Background: an optimization exercise with open tools, aiming at small area, a short achievable clock period and few clock cycles per item. Do not read the settings as production practice.
Where RTL was checked, it was by simulation tests only, not by an equivalence proof against the original.
Power and IR drop assume default switching activity.

==> flow/design.v (excerpt) <==
module stripe_median (
    input  wire        clk,
    input  wire        rst,         
    input  wire        in_valid,
    output wire        in_ready,
    input  wire [63:0] in_data,
    input  wire        in_last,     
    input  wire [1:0]  in_wsel,     
    output wire        out_valid,
    input  wire        out_ready,
    output wire [63:0] out_data,
    output wire        out_last
);
Size in the first run: roughly 620 flip-flops, about 140 I/O pins.
==> flow/config.mk <==
export PLATFORM = sky130hd
export DESIGN_NAME = stripe_median
export DESIGN_NICKNAME = stripe_median
export VERILOG_FILES = /design/flow/design.v
export SDC_FILE = /design/flow/constraint.sdc
export NUM_CORES = 4
export LEC_CHECK = 0
export CAP_MARGIN = 20
export CORE_MARGIN = 2
export CORE_UTILIZATION = 40
export CTS_BUF_LIST = sky130_fd_sc_hd__clkbuf_8
export SLEW_MARGIN = 20
==> flow/constraint.sdc <==
create_clock -name core_clock -period 26.0 [get_ports {clk}]
set_input_delay 5.2000 -clock core_clock [delete_from_list [all_inputs] [get_ports {clk}]]
set_output_delay 5.2000 -clock core_clock [all_outputs]
set_load 0.01 [all_outputs]
standard.sh (not shown) runs the stock make flow with config.mk's settings and CLKGATE_MAP_FILE= SYNTH_SCRIPT=/design/flow/synth_recipe.tcl, a recipe that flattens the netlist after the stock synthesis.
==> flow/flow/run.sh <==
#!/bin/bash
# Standard ORFS layout (the standard.sh, standard synthesis), with two
# changes to how the layout is made:
#  * plain buffers (buf_2) on the ports instead of the delay cells that
#    buffer_ports picks by default;
#  * repair_timing (after CTS and after global routing) aims for a setup
#    slack margin, so that it sizes and buffers the paths instead of leaving
#    them as synthesis made them. The SDC and clock period are unchanged.
# Each tool's log stays under orfs/logs; make's own output goes to
# flow_make.log here.
set -euo pipefail
bash standard.sh "BUFFER_PORTS_ARGS=-buffer_cell sky130_fd_sc_hd__buf_2" \
    "SETUP_SLACK_MARGIN=19.5" finish > flow_make.log 2>&1
Rerun with:
--- a/flow/config.mk
+++ b/flow/config.mk
@@ -12 +12,3 @@
 export SLEW_MARGIN = 20
+export SYNTH_HIERARCHICAL = 1
+export SYNTH_MINIMUM_KEEP_SIZE = 0
Outcome: Power shrinks by 1.5%. Sequential cell count is unchanged. Via count shrinks by 7.3%. Core utilization grows by 0.80 points. Cell count grows by 3.0%. Worst setup slack improves by 0.013 ns. Non-clock buffer count grows by 4. Global-route usage shrinks by 3.2 points. Synthesized area shrinks by 0.39%. Combinational power shrinks by 22%.
Rerun with:
==> flow/flow/run.sh (replaced) <==
#!/bin/bash
# Standard ORFS layout (the standard.sh, standard synthesis), with these
# changes to how the layout is made:
#  * plain buffers (buf_2) on the ports instead of the delay cells that
#    buffer_ports picks by default;
#  * repair_timing (after CTS and after global routing) aims for a setup
#    slack margin, so that it sizes and buffers the paths instead of leaving
#    them as synthesis made them. The SDC and clock period are unchanged;
#  * clock tree: clkbuf_16 buffers with larger sink clusters and no dummy
#    loads (fewer, smaller clock cells).
# Each tool's log stays under orfs/logs; make's own output goes to
# flow_make.log here.
set -euo pipefail
bash standard.sh "BUFFER_PORTS_ARGS=-buffer_cell sky130_fd_sc_hd__buf_2" \
    "SETUP_SLACK_MARGIN=19.5" \
    "CTS_ARGS=-sink_clustering_enable -repair_clock_nets -dont_use_dummy_load -sink_clustering_size 24 -sink_clustering_max_diameter 100 -buf_list sky130_fd_sc_hd__clkbuf_16" \
    finish > flow_make.log 2>&1
--- a/flow/config.mk
+++ b/flow/config.mk
@@ -9,6 +9,3 @@
 export CORE_MARGIN = 2
-export CORE_UTILIZATION = 40
-export CTS_BUF_LIST = sky130_fd_sc_hd__clkbuf_8
+export CORE_UTILIZATION = 60
 export SLEW_MARGIN = 20
-export SYNTH_HIERARCHICAL = 1
-export SYNTH_MINIMUM_KEEP_SIZE = 0
The new run produced a clean layout.
Worst setup slack improves by 0.055 ns.
Power is lower by roughly a tenth.
Global-route usage is higher by 14 points.
Hold slack improves by 0.010 ns.
Synthesized area is higher slightly.
Utilization is higher by 19 points.
Design area is lower by a few percent.
Combinational power is higher by a quarter to a third.
Sequential share of layout area is higher by 3.0 points.
Die area is lower by a quarter to a third.
No run of this note included a check of the RTL's function; only the layout flow was run.

Setup of run 1:
Another version of the RTL of stripe_median (not shown whole).
Size: ~2900 cells after synthesis, roughly 140 I/O pins, roughly 29000 µm² of cells after synthesis.
Settings: LEC_CHECK=0, ABC_AREA=1, CAP_MARGIN=20, CORE_MARGIN=2, CORE_UTILIZATION=60, SLEW_MARGIN=20; clock period 26.0 ns.
==> flow/flow/run.sh <==
#!/bin/bash
# Standard ORFS layout (the standard.sh, standard synthesis), with these
# changes to how the layout is made:
#  * plain buffers (buf_2) on the ports instead of the delay cells that
#    buffer_ports picks by default;
#  * repair_timing (after CTS and after global routing) aims for a setup
#    slack margin, so that it sizes and buffers the paths instead of leaving
#    them as synthesis made them. The SDC and clock period are unchanged;
#  * clock tree: clkbuf_16 buffers with larger sink clusters and no dummy
#    loads (fewer, smaller clock cells).
# Each tool's log stays under orfs/logs; make's own output goes to
# flow_make.log here.
set -euo pipefail
bash standard.sh "BUFFER_PORTS_ARGS=-buffer_cell sky130_fd_sc_hd__buf_2" \
    "SETUP_SLACK_MARGIN=19.8" \
    "CTS_ARGS=-sink_clustering_enable -repair_clock_nets -dont_use_dummy_load -sink_clustering_size 24 -sink_clustering_max_diameter 100 -buf_list sky130_fd_sc_hd__clkbuf_16" \
    finish > flow_make.log 2>&1
Run 1: flow completed, timing, DRC and antenna clean
Testbench counts of run 1, summed over its fixed seeds: cycles 15,666, items 15,636.
Changes in run 2 relative to run 1:
diff --git a/flow/flow/run.sh b/flow/flow/run.sh
--- a/flow/flow/run.sh
+++ b/flow/flow/run.sh
@@ -13,5 +13,5 @@
 set -euo pipefail
 bash standard.sh "BUFFER_PORTS_ARGS=-buffer_cell sky130_fd_sc_hd__buf_2" \
-    "SETUP_SLACK_MARGIN=19.8" \
+    "SETUP_SLACK_MARGIN=19.5" \
     "CTS_ARGS=-sink_clustering_enable -repair_clock_nets -dont_use_dummy_load -sink_clustering_size 24 -sink_clustering_max_diameter 100 -buf_list sky130_fd_sc_hd__clkbuf_16" \
     finish > flow_make.log 2>&1
Results
Going from run 1 to run 2, transition time of the tightest slew-check pin moved down; wire length per cell after detailed routing moved down; initial antenna violation count moved down.
For run 3, these inputs were changed with respect to run 2:
Settings: swapping 60 for 75 in CORE_UTILIZATION; putting PLACE_DENSITY at 0.82 where nothing was set.
==> run summary <==
Measured against run 2, the chip width of run 3 comes out at 0.896 times the reference value.
Wire: run 3 routes more than run 2
Going from run 2 to run 3, the maximum operating frequency was found to have gone up by 0.74%.

[afterwards: timing with drivers on the ports]
No port has a modelled driver above. Below, the same layouts with a new extraction and two added sets of constraints. Step 1 (the two cells are an assumption about what drives the block):
set clk [get_ports {clk}]
set_driving_cell -lib_cell sky130_fd_sc_hd__clkbuf_16 $clk
set_driving_cell -lib_cell sky130_fd_sc_hd__buf_2 [delete_from_list [all_inputs] $clk]
Step 2 also shifts input and output timing later by t, the mid clock arrival at the registers, as if the neighbouring blocks saw the same clock. Slacks: ideal / step 1 / step 2; pairs: ideal / step 1.
run | t, ns | setup WS [ns] | worst slew at a driven data input, ns
the first run of note 1 | 0.784 | 19.385 / 19.324 / 19.091 | 0.07
the second run of note 1 | 0.778 | 19.398 / 19.335 / 19.067 | 0.07
the third run of note 1 | 0.693 | 19.453 / 19.390 / 19.465 | 0.05
run 1 | 0.675 | 19.494 / 19.430 / 19.563 | 0.10
run 2 | 0.683 | 19.463 / 19.400 / 19.539 | 0.13
run 3 | 0.674 | 19.511 / 19.453 / 19.544 | 0.16
After both steps every run listed still meets setup and hold. The setup slack of the second run of note 1, which loses most, moves by -0.063 ns with the drivers and by -0.331 ns with both steps.
